From an optimization exercise on the open Yosys and OpenROAD flow, aimed at small area; shortcuts taken in it are not production practice. Function was checked by simulation only, so behaviour that the tests miss may differ from the original. Power is estimated from default activity; no workload was simulated.

==> inputs of cedar <==
// lsc
module lsc #(
    parameter integer P_TICK_CYCLES        = 1000,   
    parameter integer P_SCL_HALF           = 5,      
    parameter integer P_BUS_TIMEOUT_CYCLES = 100
) (
    input  wire        clk,
    input  wire        rst_n,
    input  wire        psel,
    input  wire        penable,
    input  wire        pwrite,
    input  wire [7:0]  paddr,
    input  wire [31:0] pwdata,
    output reg  [31:0] prdata,
    output wire        pready,
    output wire        pslverr,
    input  wire        scl_i,
    input  wire        sda_i,
    output reg         scl_oe,
    output reg         sda_oe,
    output wire [7:0]  angle_o,
    output reg         angle_stb
);
==> flow/config.mk <==
export PLATFORM = sky130hd
export DESIGN_NAME = lsc
export DESIGN_NICKNAME = lsc
export VERILOG_FILES = /design/flow/design.v
export SDC_FILE = /design/flow/constraint.sdc
export NUM_CORES = 4
export LEC_CHECK = 0
export ABC_AREA = 1
export CAP_MARGIN = 20
export CORE_MARGIN = 2
export CORE_UTILIZATION = 40
export SLEW_MARGIN = 20
==> flow/constraint.sdc <==
create_clock -name core_clock -period 30.0 [get_ports {clk}]
set_input_delay 6.0000 -clock core_clock [delete_from_list [all_inputs] [get_ports {clk}]]
set_output_delay 6.0000 -clock core_clock [all_outputs]
set_load 0.01 [all_outputs]
run.sh (not shown) runs the stock make flow with config.mk's settings and CLKGATE_MAP_FILE= SYNTH_SCRIPT=/design/flow/synth_recipe.tcl, a recipe that flattens the netlist after the stock synthesis.
==> inputs of umber, as changes to cedar <==
--- a/flow/design.v
+++ b/flow/design.v
@@ -3,15 +3,15 @@
     input  wire        imm,
     input  wire [15:0] value,
     input  wire        mtrunc,
     input  wire [15:0] rmin,
     input  wire [15:0] rmax,
     output wire [31:0] lux,
     output wire        below,
-    output wire        above,
+    output wire        exf,       
     output wire [15:0] a16,       
     output wire [7:0]  c30,       
     output wire [15:0] den
 );
     function automatic [19:0] add19(input [18:0] x, input [18:0] y, input ci);
         reg c;
         integer k;
@@ -49,16 +49,15 @@
     assign lux = {q3, (r3 == 2'd2) ? 15'h5555 : (r3 == 2'd1) ? 15'h2AAA : 15'h0000};
     wire        exact = !imm && !mtrunc;
     wire [15:0] p16   = imm ? value : q3[16:1];
     wire [2:0]  f     = {1'b0, r3} + (q3[0] ? 3'd3 : 3'd0);
     wire [19:0] d_lo = add19({3'd0, p16}, {3'd0, ~rmin}, 1'b1);
     assign below = !d_lo[16];
     assign a16   = d_lo[15:0];
-    wire [19:0] d_hi = add19({3'd0, rmax}, {3'd0, ~p16}, !(exact && f != 3'd0));
-    assign above = !d_hi[16];
+    assign exf   = exact && f != 3'd0;
     reg [7:0] c30_r;
     always @(*) begin
         case (f)
             3'd1: c30_r = 8'd30;
             3'd2: c30_r = 8'd60;
             3'd3: c30_r = 8'd90;
             3'd4: c30_r = 8'd120;
@@ -173,27 +172,26 @@
                 4'd3: init_word = 32'h6000_0000;
                 4'd4: init_word = 32'h7300_0000;
                 4'd5: init_word = 32'h8000_0001;
                 default: init_word = 32'd0;
             endcase
         end
     endfunction
-    reg [31:0] seq_rd, seq_f;
+    reg [31:0] seq_rd, w;
     integer m;
     always @(*) begin
         seq_rd = 32'd0;
-        seq_f  = 32'd0;
+        w      = (mode == 2'd1) ? 32'd0 : cur;
         for (m = 0; m < 16; m = m + 1) begin
             if (widx[3:0] == m)
                 seq_rd = seq_rd | (seq_v[m] ? seq[m*32 +: 32] : init_word(m));
-            if (pc == m)
-                seq_f = seq_f | (seq_v[m] ? seq[m*32 +: 32] : init_word(m));
+            if (mode == 2'd1 && pc == m)
+                w = w | (seq_v[m] ? seq[m*32 +: 32] : init_word(m));
         end
     end
-    wire [31:0] w  = (mode == 2'd1) ? seq_f : cur;
     wire [3:0]  op = w[31:28];
     function automatic legal(input [31:0] x);
         begin
             case (x[31:28])
                 4'h0, 4'h1, 4'h2, 4'h5: legal = (x[27:0] == 28'd0);
                 4'h3: legal = (x[27:26] == 2'd0) &&
                               ((x[25:24] == 2'd0 && x[23:8] == 16'd0) ||
@@ -207,42 +205,41 @@
                 4'h8, 4'h9: legal = (x[27:4] == 24'd0);
                 default: legal = 1'b0;
             endcase
         end
     endfunction
     wire lg = legal(w);
     wire [31:0] lux;
-    wire        m_below, m_above;
+    wire        m_below, m_exf;
     wire [15:0] m_a16;
     wire [7:0]  m_c30;
     wire [15:0] m_den;
     lsc_map u_map (
         .raw(raw), .imm(w[24]), .value(w[15:0]), .mtrunc(mtrunc),
         .rmin(rmin), .rmax(rmax),
-        .lux(lux), .below(m_below), .above(m_above), .a16(m_a16), .c30(m_c30), .den(m_den)
+        .lux(lux), .below(m_below), .exf(m_exf), .a16(m_a16), .c30(m_c30), .den(m_den)
     );
     wire [31:0] status = {14'd0, mode, 1'b0, haltr, errcode, 3'd0, done_f,
                           (errcode != 4'd0), rawv, ready, busy};
+    wire r_hi = (widx[5:4] == 2'b00);
     always @(*) begin
-        case (widx)
-            6'h00: prdata = {30'd0, mtrunc, (mode == 2'd1)};
-            6'h01: prdata = status;
-            6'h02: prdata = {21'd0, errs, 1'b0};
-            6'h04: prdata = {25'd0, addr_a};
-            6'h05: prdata = rx_v ? rxdata : 32'd0;
-            6'h06: prdata = raw_w ? {16'd0, raw} : 32'd0;
-            6'h07: prdata = raw_w ? lux : 32'd0;
-            6'h08: prdata = {24'd0, angle};
-            6'h09: prdata = {rmax, rmin};
-            6'h0A: prdata = {16'd0, dly_pon};
-            6'h0B: prdata = {16'd0, dly_conv};
-            6'h0C: prdata = {16'd0, dly_poll};
-            6'h0D: prdata = {28'd0, pc};
-            default: prdata = w_seq ? seq_rd : 32'd0;
-        endcase
+        prdata = ({32{r_hi && widx[3:0] == 4'h0}} & {30'd0, mtrunc, (mode == 2'd1)})
+               | ({32{r_hi && widx[3:0] == 4'h1}} & status)
+               | ({32{r_hi && widx[3:0] == 4'h2}} & {21'd0, errs, 1'b0})
+               | ({32{r_hi && widx[3:0] == 4'h4}} & {25'd0, addr_a})
+               | ({32{r_hi && widx[3:0] == 4'h5 && rx_v}} & rxdata)
+               | ({32{r_hi && widx[3:0] == 4'h6 && raw_w}} & {16'd0, raw})
+               | ({32{r_hi && widx[3:0] == 4'h7 && raw_w}} & lux)
+               | ({32{r_hi && widx[3:0] == 4'h8}} & {24'd0, angle})
+               | ({32{r_hi && widx[3:0] == 4'h9}} & {rmax, rmin})
+               | ({32{r_hi && widx[3:0] == 4'hA}} & {16'd0, dly_pon})
+               | ({32{r_hi && widx[3:0] == 4'hB}} & {16'd0, dly_conv})
+               | ({32{r_hi && widx[3:0] == 4'hC}} & {16'd0, dly_poll})
+               | ({32{r_hi && widx[3:0] == 4'hD}} & {28'd0, pc})
+               | ({32{w_seq}} & seq_rd);
     end
     wire bus_st   = (st == S_BUS) || (st == S_INIT_W1) || (st == S_INIT_W2);
     wire timer_st = (st == S_WAIT) || (st == S_INIT_D1) || (st == S_INIT_D2);
     wire h_end    = (cnt == P_SCL_HALF - 1);
     wire t_end    = (cnt == P_BUS_TIMEOUT_CYCLES);
     wire rd_c     = (op == 4'h4) || (op == 4'h5);
     wire [2:0] nb = (op == 4'h5) ? 3'd2 : (op == 4'h2) ? 3'd1 :
@@ -430,15 +427,15 @@
                     end
                 end
                 S_WAIT, S_INIT_D1, S_INIT_D2: begin
                     if (dp[15:0] == 16'd0)
                         st <= (st == S_INIT_D1) ? S_INIT_W2 : S_COMMIT;
                 end
                 S_MAP: begin
-                    if ((cnt == 10'd3 && (m_below || m_above)) || cnt == 10'd30)
+                    if ((cnt == 10'd3 && (m_below || dp[24])) || cnt == 10'd30)
                         st <= S_COMMIT;
                 end
                 S_BUS: if (bus_done) st <= S_COMMIT;
                 S_INIT_CK: st <= (scl_i && sda_i) ? S_INIT_W1 : S_COMMIT;
                 S_INIT_W1, S_INIT_W2: begin
                     if (bus_done) begin
                         if (res != 2'd0) st <= S_COMMIT;
@@ -452,15 +449,15 @@
                             4'h4: rx_v <= 1'b1;
                             4'h5: begin
                                 rx_v  <= 1'b1;
                                 raw_w <= 1'b1;
                                 rawv  <= 1'b1;
                             end
                             4'h6: begin
-                                angle     <= m_below ? 8'd0 : m_above ? 8'd180 : dp[7:0];
+                                angle     <= m_below ? 8'd0 : dp[24] ? 8'd180 : dp[7:0];
                                 angle_stb <= 1'b1;
                                 if (!w[24]) rawv <= 1'b0;
                             end
                             default: ;
                         endcase
                     end else if (op == 4'h5 && cm_err != 4'd4 && cm_err != 4'd6) begin
                         rawv <= 1'b0;                             
@@ -491,25 +488,29 @@
                     end
                 end
                 default: st <= S_IDLE;
             endcase
             errs <= (errs & ~errs_clr) | errs_set;
         end
     end
-    wire [15:0] wait_ticks = (w[25:24] == 2'd0) ? w[15:0] :
-                             (w[25:24] == 2'd1) ? dly_pon :
-                             (w[25:24] == 2'd2) ? dly_conv : dly_poll;
+    wire [1:0]  tsel = (st == S_INIT_W1) ? 2'd1 : (st == S_INIT_W2) ? 2'd2 : w[25:24];
+    wire [15:0] wait_ticks = (tsel == 2'd0) ? w[15:0] :
+                             (tsel == 2'd1) ? dly_pon :
+                             (tsel == 2'd2) ? dly_conv : dly_poll;
+    wire        ticks_ld = (st == S_FETCH) || (bus_done && (st == S_INIT_W1 || st == S_INIT_W2));
     localparam [7:0] K_ROT = {8'd180, 8'd180} >> 7;    
     wire        m_kbit = K_ROT[cnt[2:0]];
-    wire [18:0] m_acc_s = add18({2'd0, dp[23:8]}, {2'd0, m_kbit ? m_a16 : 16'd0}, 1'b0);
-    wire [16:0] m_acc  = m_acc_s[16:0];
-    wire [16:0] d_sh  = {dp[23:8], dp[7]};
-    wire [18:0] d_sub = add18({1'b0, d_sh}, {2'b11, ~m_den}, 1'b1);
-    wire        d_q   = d_sub[18];
-    wire [15:0] d_rem = d_q ? d_sub[15:0] : d_sh[15:0];
+    wire        m_mul  = (cnt[4:3] == 2'b00) && (cnt[2:0] != 3'd0) || (cnt == 10'd8);
+    wire [16:0] d_sh   = {dp[23:8], dp[7]};
+    wire [16:0] alu_x  = (cnt == 10'd0) ? {1'b0, m_a16} : m_mul ? {1'b0, dp[23:8]} : d_sh;
+    wire [16:0] alu_y  = m_mul ? (m_kbit ? {1'b0, m_a16} : 17'd0) : {1'b1, ~m_den};
+    wire        alu_c  = (cnt == 10'd0) ? m_exf : !m_mul;
+    wire [18:0] alu_s  = add18({1'b0, alu_x}, {1'b0, alu_y}, alu_c);
+    wire        d_q    = alu_s[17];
+    wire [15:0] d_rem  = d_q ? alu_s[15:0] : d_sh[15:0];
     wire [18:0] cnt_inc = add18({8'd0, cnt}, 18'd0, 1'b1);
     wire [18:0] bit_inc = add18({14'd0, bit_idx}, 18'd0, 1'b1);
     wire [18:0] byt_inc = add18({15'd0, byte_idx}, 18'd0, 1'b1);
     wire [18:0] dp_dec  = add18({2'd0, dp[15:0]}, 18'h0ffff, 1'b0);
     integer k;
     always @(posedge clk) begin
         for (k = 0; k < 16; k = k + 1)
@@ -525,21 +526,19 @@
             bit_idx  <= 4'd0;
         end
         if (ist == I_HIGH && h_end) bit_idx <= (bit_idx == 4'd8) ? 4'd0 : bit_inc[3:0];
         if (byte_adv) byte_idx <= byt_inc[2:0];
         if (ack_end && ack_stop)
             res <= (byte_idx == 3'd0) ? 2'd1 : (!rd_c && sda_i) ? 2'd2 : 2'd0;
         if ((ist == I_RISE || ist == I_STOP_B) && !scl_i && t_end) res <= 2'd3;
-        if (st == S_FETCH) dp[15:0] <= wait_ticks;
+        if (ticks_ld) dp[15:0] <= wait_ticks;
         if (timer_st && cnt == P_TICK_CYCLES - 1 && dp[15:0] != 16'd0) dp[15:0] <= dp_dec[15:0];
-        if (bus_done && st == S_INIT_W1) dp[15:0] <= dly_pon;
-        if (bus_done && st == S_INIT_W2) dp[15:0] <= dly_conv;
         if (st == S_MAP) begin
-            if (cnt == 10'd0) dp[23:0] <= {8'd0, m_c30, 8'd0};
-            else if (cnt <= 10'd8) dp[23:0] <= {m_acc, dp[7:1]};
+            if (cnt == 10'd0) dp[24:0] <= {d_q, 8'd0, m_c30, 8'd0};
+            else if (cnt <= 10'd8) dp[23:0] <= {alu_s[16:0], dp[7:1]};
             else if (cnt <= 10'd16) dp[23:0] <= {d_rem, dp[6:0], d_q};
         end
         if (ist == I_START_C && h_end) dp[31:24] <= {addr_a, rd_c};
         if (ist == I_HIGH && h_end && bit_idx != 4'd8) dp[31:24] <= {dp[30:24], sda_i};
         if (byte_adv) dp <= {(ist == I_HIGH) ? wb : 8'd0, dp[31:8]};
     end
 endmodule
==> flow/flow/run.sh (new file) <==
#!/bin/bash
set -euo pipefail
cd "$(dirname "$0")/.."
W="$(pwd)"
rm -rf "$W/scripts_area"
cp -r "$FLOW_HOME/scripts" "$W/scripts_area"
cp "$W/flow/abc_area.script" "$W/scripts_area/abc_area.script"
bash "$W/standard.sh" \
    SCRIPTS_DIR="$W/scripts_area" \
    "CTS_ARGS=-sink_clustering_enable -repair_clock_nets -dont_use_dummy_load -buf_list sky130_fd_sc_hd__clkbuf_16 -sink_clustering_size 20 -sink_clustering_max_diameter 80" \
    "BUFFER_PORTS_ARGS=-buffer_cell sky130_fd_sc_hd__buf_1" \
    finish > "$W/flow_make.log" 2>&1
==> flow/flow/abc_area.script (new file) <==
strash
&get -n
&deepsyn -T 60 -S 7
&put
dch
map -a
strash
dch
amap -m -F 3 -A 8
strash
dch
amap -m -F 3 -A 8
strash
dch
amap -m -F 3 -A 8
strash
dch
amap -m -F 3 -A 8
strash
dch
amap -m -F 3 -A 8
strash
dch
amap -m -F 3 -A 8
strash
dch
amap -m -F 3 -A 8
strash
dch
amap -m -F 3 -A 8
strash
dch
amap -m -F 3 -A 8
topo
==> flow/standard.sh (new file) <==
#!/bin/bash
# synth_recipe.tcl (not shown) runs the flow's synth.tcl, then flattens the netlist and writes it again
# the make line also repeats each setting of config.mk as NAME=value (left out here)
make -C /OpenROAD-flow-scripts/flow DESIGN_CONFIG=/design/flow/config.mk WORK_HOME=/design/flow/orfs CLKGATE_MAP_FILE= SYNTH_SCRIPT=/design/flow/synth_recipe.tcl "${@:-finish}"
removed: flow/run.sh
==> notes <==
- Between umber and cedar, the lower setup slack is in umber (gap 2200 ps).
- First-iteration DRC count: umber is larger than cedar (about 15%).
- In cedar the total power is larger than in umber, by 27%.
- Against cedar, the combinational power of umber is smaller by 21%.
- In cedar the critical path depth is lower than in umber, by 19.
- Against cedar, the die area of umber is lower by about 12%.
- Of cedar and umber, cedar has the higher clock power (gap 77%, measured against umber).
- In sequential power, umber and cedar hardly differ.
- Between umber and cedar, the lower final area is in umber (gap about 14%, measured against cedar).
==> figures <==
Proportion of netlist area held by the largest area contributor: cedar 0.434; umber 0.492
Die Area: cedar 109000 um^2; umber 96500 um^2
Post-synthesis instance total: cedar 4529; umber 3067
Detail Placement HPWL: cedar 135000 um; umber 108000 um
Post-synthesis share of cell area spent on full adders, half adders and majority gates: cedar 0.0620; umber 0.0583
Height of the die: cedar 330 um; umber 311 um
Worst clock skew on the final layout: cedar 51.9 ps; umber 104 ps
Worst slack at placement: cedar 12580 ps; umber 9910 ps
Initial Util: cedar 0.404; umber 0.404
Area of all placed cells without fillers: cedar 48900 um^2; umber 42100 um^2
Depth of the CTS H-tree: cedar 3; umber 2
Power after layout: cedar 2520 uW; umber 1980 uW
Count of placed standard cells in the final layout, fillers left out: cedar 6112; umber 4587
Syn Area/Cell: cedar 9.41 um^2; umber 12.3 um^2
Sequential share of power: cedar 0.477; umber 0.606
Via count of the first global-routing pass: cedar 37.2k; umber 30.6k
Result of the run: cedar timing/DRC/antenna clean; umber timing/DRC/antenna clean
N_taps: cedar 1391; umber 1254
Ratio of layout area to synthesized area: cedar 1.148x; umber 1.119x
Cell with the largest stage delay on the worst path: cedar clkdlybuf4s50_1; umber o22ai_1

re-timing with driven ports:
How much do the figures lean on ideal ports? The routed layouts below were timed once more, with nothing changed but the port constraints. Step 1 (the two cells are an assumption about what drives the block):
set clk [get_ports {clk}]
set_driving_cell -lib_cell sky130_fd_sc_hd__clkbuf_16 $clk
set_driving_cell -lib_cell sky130_fd_sc_hd__buf_2 [delete_from_list [all_inputs] $clk]
Step 2 moves the port delays by t, midway between the first and last clock arrival at a register: inputs arrive t later, outputs are due t later. That takes back most of the time a late clock gives input paths. a / b / c = ideal ports / drivers / drivers and shift; a / b = the first two.
| run | t, ns | slack for setup (ns) | worst setup path after step 2 | clock arrival spread, ns | pins driven straight from the clock port |
|---|---|---|---|---|---|
| cedar | 0.756 | 11.842 / 11.763 / 11.927 | input to output | 0.052 / 0.052 | 1 |
| umber | 0.710 | 9.669 / 9.669 / 9.669 | register to register | 0.112 / 0.111 | 1 |
After both steps every run listed still meets setup and hold.
